This design comes from an exercise in tuning for small area on the open sky130 flow, not from production work. The RTL was checked by simulation tests, not by an equivalence proof against the original design. Power is estimated from default activity; no workload was simulated.

Setup of red:
// miltest_endpoint
module miltest_endpoint #(
    parameter integer HB_TIMEOUT_TICKS = 1000
) (
    input  wire         clk,
    input  wire         rst,
    input  wire         tick,
    input  wire         rx_valid,
    output wire         rx_ready,
    input  wire [7:0]   rx_data,
    input  wire         rx_last,
    input  wire         rx_empty,
    output wire         tx_valid,
    input  wire         tx_ready,
    output reg  [7:0]   tx_data,
    output reg          tx_last,
    output reg          st_valid,
    output reg  [2:0]   st_code,
    output wire         safe,
    output wire         kill_latch,
    output wire [255:0] thrust_q
);
Size: about 570 cells after synthesis, ~320 flip-flops, ~290 I/O pins.
==> module miltest_endpoint, before the edit <==
module miltest_endpoint #(
    parameter integer HB_TIMEOUT_TICKS = 1000
) (
    input  wire         clk,
    input  wire         rst,
    input  wire         tick,
    input  wire         rx_valid,
    output wire         rx_ready,
    input  wire [7:0]   rx_data,
    input  wire         rx_last,
    input  wire         rx_empty,
    output wire         tx_valid,
    input  wire         tx_ready,
    output reg  [7:0]   tx_data,
    output reg          tx_last,
    output reg          st_valid,
    output reg  [2:0]   st_code,
    output wire         safe,
    output wire         kill_latch,
    output wire [255:0] thrust_q
);
    function [9:0] lfsr_step(input [9:0] l);
        lfsr_step = {l[8:0], ~(l[9] ^ l[6])};
    endfunction
    function [9:0] lfsr_adv(input integer n);
        integer k;
        reg [9:0] l;
        begin
            l = 10'd0;
            for (k = 0; k < n; k = k + 1)
                l = lfsr_step(l);
            lfsr_adv = l;
        end
    endfunction
    localparam [9:0] WD_EXPIRED = lfsr_adv(HB_TIMEOUT_TICKS);
    reg  [9:0] wd;
    reg        kill_q;
    wire       expired = (wd == WD_EXPIRED);
    wire       is_safe = !kill_q && !expired;
    assign safe       = is_safe;
    assign kill_latch = kill_q;
    localparam [2:0] S_RX = 3'd0, S_P = 3'd1,
                     S_TA = 3'd4,    
                     S_TN = 3'd5,    
                     S_TK = 3'd6;    
    reg  [2:0] state;
    reg  [3:0] cnt;         
    assign rx_ready = (state == S_RX);
    assign tx_valid = state[2];
    wire k_ks   = state[1];
    wire k_ack  = !state[1] && !state[0];
    wire k_nack = !state[1] && state[0];
    wire p01 = !cnt[2] && !cnt[1];                  
    wire p0  = p01 && !cnt[0];
    wire p2  = cnt[1] && !cnt[0];
    wire p3  = cnt[1] && cnt[0];
    wire p4  = cnt[2];
    always @(*) begin
        tx_last    = (!k_ks && p3) || p4;
        tx_data[7] = !k_ks && p3;
        tx_data[6] = p01 || tx_last;
        tx_data[5] = tx_last;
        tx_data[4] = tx_last;
        tx_data[3] = p4;
        tx_data[2] = p01 || (k_nack && p3);
        tx_data[1] = p0 || (k_ks && p2) || (k_ack && p3) || p4;
        tx_data[0] = p0 || (!k_ack && p2) || (k_ack && p3) || p4;
    end
    reg  [7:0]  acc;         
    reg         match;       
    reg         bad_start;
    localparam [2:0] I_NK = 3'd0,      
                     I_UK = 3'd1,      
                     I_GK = 3'd2,      
                     I_KS = 3'd3,      
                     I_HB = 3'd4,      
                     I_KL = 3'd5,      
                     I_SB = 3'd6,      
                     I_ST = 3'd7;      
    reg  [2:0]  id;
    reg  [2:0]  ch;
    reg  [30:0] val_n;       
    wire [31:0] val = {~val_n[30], 1'b0, ~val_n[29:0]};
    wire take  = rx_ready && rx_valid;
    wire first = (cnt == 4'd0);
    wire empty = rx_ready && !rx_valid && rx_empty && first;
    wire [7:0] acc_base = {acc[0], acc[7:1]} & {8{!first}};
    wire [7:0] acc_p    = acc_base ^ rx_data;
    wire [7:0] acc_g    = acc_base & rx_data;
    wire [8:0] acc_c;
    assign acc_c[0] = 1'b0;
    genvar ai;
    generate
        for (ai = 0; ai < 8; ai = ai + 1) begin : g_acc_add
            assign acc_c[ai+1] = acc_g[ai] | (acc_p[ai] & acc_c[ai]);
        end
    endgenerate
    wire [7:0] acc_next = acc_p ^ acc_c[7:0];
    always @(posedge clk) begin
        if (take) begin
            acc   <= acc_next;
            match <= (rx_data == acc);
            if (first)
                bad_start <= (rx_data != 8'h47);
            else if (cnt == 4'd1 && rx_data != 8'h44)
                bad_start <= 1'b1;
            if (cnt == 4'd2) begin
                if (rx_data[7:3] != 5'd0)
                    id <= I_UK;
                else if (rx_data[2:0] == 3'd1 || rx_data[2:0] == 3'd6)
                    id <= I_NK;
                else
                    id <= rx_data[2:0];
            end else if ((cnt == 4'd3 || cnt == 4'd4) && id[2:1] == 2'b11) begin
                if (cnt[2] ? rx_data[6] : (rx_data[7:3] != 5'd0))
                    id[0] <= 1'b0;
            end
            if (!rx_last) begin
                val_n  <= {val_n[23], val_n[21:0], ~rx_data};
                ch     <= val[26:24];
            end
        end
    end
    wire len_ok = (id == I_KS)     ? (cnt[2:1] == 2'b10 && cnt[0]) :
                  (id[2:1] == 2'b11) ? (cnt[3] && cnt[0]) :
                                 (cnt[2:1] == 2'b10 && !cnt[0]);
    reg [2:0] code;
    always @(*) begin
        if (cnt[3:2] == 2'b00)   code = 3'd1;
        else if (bad_start)      code = 3'd2;
        else if (id == I_UK)     code = 3'd3;
        else if (!len_ok)        code = 3'd4;
        else if (!match)         code = 3'd5;
        else                     code = 3'd0;
    end
    wire frame_ok = (code == 3'd0);
    wire in_range = val[31] ? (val[29:0] == 30'd0) :
                              !(val[29:23] == 7'h7F && val[22:0] != 23'd0);
    wire proc      = (state == S_P);
    wire do_hb     = proc && frame_ok && (id == I_HB);
    wire gated_ok  = proc && frame_ok && is_safe;
    wire do_kill   = gated_ok && (id == I_KL);
    wire do_thrust = gated_ok && (id == I_ST) && in_range;
    wire [3:0] cnt_inc = cnt + 4'd1;
    always @(posedge clk) begin
        st_code <= code;
        if (rst) begin
            state    <= S_RX;
            cnt      <= 4'd0;
            st_valid <= 1'b0;
        end else begin
            st_valid <= proc;
            case (state)
                S_RX: begin
                    if (take) begin
                        if (!(cnt[3] && cnt[1]))
                            cnt <= cnt_inc;
                        if (rx_last)
                            state <= S_P;
                    end else if (empty) begin
                        state <= S_P;
                    end
                end
                S_P: begin
                    cnt <= 4'd0;
                    if (!frame_ok)
                        state <= S_RX;
                    else if (id == I_HB || do_kill || do_thrust)
                        state <= S_TA;
                    else if (id == I_GK && is_safe)
                        state <= S_TK;
                    else
                        state <= S_TN;
                end
                default: begin
                    if (tx_ready) begin
                        if (tx_last) begin
                            state <= S_RX;
                            cnt   <= 4'd0;
                        end else begin
                            cnt   <= cnt_inc;
                        end
                    end
                end
            endcase
        end
    end
    always @(posedge clk) begin
        if (rst)
            wd <= 10'd0;
        else if (do_hb)
            wd <= {9'd0, tick};
        else if (tick && !expired)
            wd <= lfsr_step(wd);
    end
    always @(posedge clk) begin
        if (rst)
            kill_q <= 1'b0;
        else if (do_kill)
            kill_q <= 1'b1;
    end
    wire [30:0] wdata = ~(val_n | {31{rst}});
    genvar gi;
    generate
        for (gi = 0; gi < 8; gi = gi + 1) begin : g_thrust
            reg [30:0] t;
            always @(posedge clk)
                if (rst || (do_thrust && ch == gi))
                    t <= wdata;
            assign thrust_q[32*gi +: 32] = {t[30], 1'b0, t[29:0]};
        end
    endgenerate
endmodule
==> flow/config.mk <==
export PLATFORM = sky130hd
export DESIGN_NAME = miltest_endpoint
export DESIGN_NICKNAME = miltest_endpoint
export VERILOG_FILES = /design/flow/design.v
export SDC_FILE = /design/flow/constraint.sdc
export NUM_CORES = 4
export LEC_CHECK = 0
export CAP_MARGIN = 0
export CORE_MARGIN = 2
export CORE_UTILIZATION = 70
export SLEW_MARGIN = 0
==> flow/constraint.sdc <==
create_clock -name core_clock -period 10.0 [get_ports {clk}]
set_input_delay 2.0000 -clock core_clock [delete_from_list [all_inputs] [get_ports {clk}]]
set_output_delay 2.0000 -clock core_clock [all_outputs]
set_load 0.01 [all_outputs]
standard.sh (not shown) runs the stock make flow with config.mk's settings and CLKGATE_MAP_FILE= SYNTH_SCRIPT=/design/flow/synth_recipe.tcl, a recipe that flattens the netlist after the stock synthesis.
==> flow/flow/run.sh <==
#!/bin/bash
set -euo pipefail
cd "$(dirname "$0")/.."
export BUFFER_PORTS_ARGS="-buffer_cell sky130_fd_sc_hd__buf_1"
export CTS_ARGS="-sink_clustering_enable -repair_clock_nets -dont_use_dummy_load -buf_list sky130_fd_sc_hd__clkbuf_4 -sink_clustering_size 10 -sink_clustering_max_diameter 40"
bash standard.sh > flow_make.log 2>&1
### red -> blue
diff --git a/flow/design.v b/flow/design.v
--- a/flow/design.v
+++ b/flow/design.v
@@ -70,16 +70,10 @@
     reg         match;       
     reg         bad_start;
-    localparam [2:0] I_NK = 3'd0,      
-                     I_UK = 3'd1,      
-                     I_GK = 3'd2,      
-                     I_KS = 3'd3,      
-                     I_HB = 3'd4,      
-                     I_KL = 3'd5,      
-                     I_SB = 3'd6,      
-                     I_ST = 3'd7;      
     reg  [2:0]  id;
+    reg         id_unknown;
     reg  [2:0]  ch;
-    reg  [30:0] val_n;       
-    wire [31:0] val = {~val_n[30], 1'b0, ~val_n[29:0]};
+    reg         ch_bad;
+    reg  [31:0] val_n;       
+    wire [31:0] val = ~val_n;
     wire take  = rx_ready && rx_valid;
     wire first = (cnt == 4'd0);
@@ -106,22 +100,16 @@
                 bad_start <= 1'b1;
             if (cnt == 4'd2) begin
-                if (rx_data[7:3] != 5'd0)
-                    id <= I_UK;
-                else if (rx_data[2:0] == 3'd1 || rx_data[2:0] == 3'd6)
-                    id <= I_NK;
-                else
-                    id <= rx_data[2:0];
-            end else if ((cnt == 4'd3 || cnt == 4'd4) && id[2:1] == 2'b11) begin
-                if (cnt[2] ? rx_data[6] : (rx_data[7:3] != 5'd0))
-                    id[0] <= 1'b0;
+                id         <= rx_data[2:0];
+                id_unknown <= (rx_data[7:3] != 5'd0);
             end
             if (!rx_last) begin
-                val_n  <= {val_n[23], val_n[21:0], ~rx_data};
+                val_n  <= {val_n[23:0], ~rx_data};
                 ch     <= val[26:24];
+                ch_bad <= (val[31:27] != 5'd0);
             end
         end
     end
-    wire len_ok = (id == I_KS)     ? (cnt[2:1] == 2'b10 && cnt[0]) :
-                  (id[2:1] == 2'b11) ? (cnt[3] && cnt[0]) :
+    wire len_ok = (id == 3'd3) ? (cnt[2:1] == 2'b10 && cnt[0]) :
+                  (id == 3'd7) ? (cnt[3] && cnt[0]) :
                                  (cnt[2:1] == 2'b10 && !cnt[0]);
     reg [2:0] code;
@@ -129,5 +117,5 @@
         if (cnt[3:2] == 2'b00)   code = 3'd1;
         else if (bad_start)      code = 3'd2;
-        else if (id == I_UK)     code = 3'd3;
+        else if (id_unknown)     code = 3'd3;
         else if (!len_ok)        code = 3'd4;
         else if (!match)         code = 3'd5;
@@ -135,11 +123,12 @@
     end
     wire frame_ok = (code == 3'd0);
-    wire in_range = val[31] ? (val[29:0] == 30'd0) :
-                              !(val[29:23] == 7'h7F && val[22:0] != 23'd0);
+    wire in_range = (!val[31] && !val[30] &&
+                     !(val[29:23] == 7'h7F && val[22:0] != 23'd0)) ||
+                    (val == 32'h8000_0000);
     wire proc      = (state == S_P);
-    wire do_hb     = proc && frame_ok && (id == I_HB);
+    wire do_hb     = proc && frame_ok && (id == 3'd4);
     wire gated_ok  = proc && frame_ok && is_safe;
-    wire do_kill   = gated_ok && (id == I_KL);
-    wire do_thrust = gated_ok && (id == I_ST) && in_range;
+    wire do_kill   = gated_ok && (id == 3'd5);
+    wire do_thrust = gated_ok && (id == 3'd7) && !ch_bad && in_range;
     wire [3:0] cnt_inc = cnt + 4'd1;
     always @(posedge clk) begin
@@ -166,7 +155,7 @@
                     if (!frame_ok)
                         state <= S_RX;
-                    else if (id == I_HB || do_kill || do_thrust)
+                    else if (id == 3'd4 || do_kill || do_thrust)
                         state <= S_TA;
-                    else if (id == I_GK && is_safe)
+                    else if (id == 3'd2 && is_safe)
                         state <= S_TK;
                     else
@@ -200,5 +189,5 @@
             kill_q <= 1'b1;
     end
-    wire [30:0] wdata = ~(val_n | {31{rst}});
+    wire [30:0] wdata = ~({val_n[31], val_n[29:0]} | {31{rst}});
     genvar gi;
     generate
Notes after the runs:
NOTE sequential cell count red->blue increased slightly
blue vs red: area taken by flip-flops and latches up
Against red, non-clock buffer instance count of the final layout in blue rose slightly.
Power density normalized to cell area, blue vs red: up slightly
Worst slack on hold paths sits higher in blue than in red.
blue ends up with a final wirelength that is 0.90% lower than in red.
Comparing number of design-rule violations left by the first detailed-router iteration for red and blue, the smaller number came from blue.
red → blue: share of power burned in registers -0.2 points; post-route non-filler standard cell count has increased.

-- what the ideal ports hide --
Ports are ideal in the flow. The routed layouts listed here were re-timed in OpenROAD. Step 1 sets driving cells, clkbuf_16 on the clock port and buf_2 on the other inputs (assumed; they add their load-dependent delay and slew). Step 2 times the ports against the registers' clock, not the clock port: input delays grow and output delays shrink by t, the midpoint of the rising clock arrivals with the driver on. Three values: ideal, step 1, step 2; two values: the first two.
run | shift t [ns] | slack for setup (ns) | worst setup path at the end | clock arrival spread, ns | cell pins on the clock port's net
red | 0.635 | 5.280 / 5.297 / 4.661 | input to register | 0.067 / 0.067 | 1
blue | 0.633 | 5.346 / 5.357 / 4.724 | input to register | 0.047 / 0.046 | 1
After both steps setup and hold are still met in every run listed. The setup slack of blue, which loses most, moves by +0.011 ns with the drivers and by -0.622 ns with both steps.
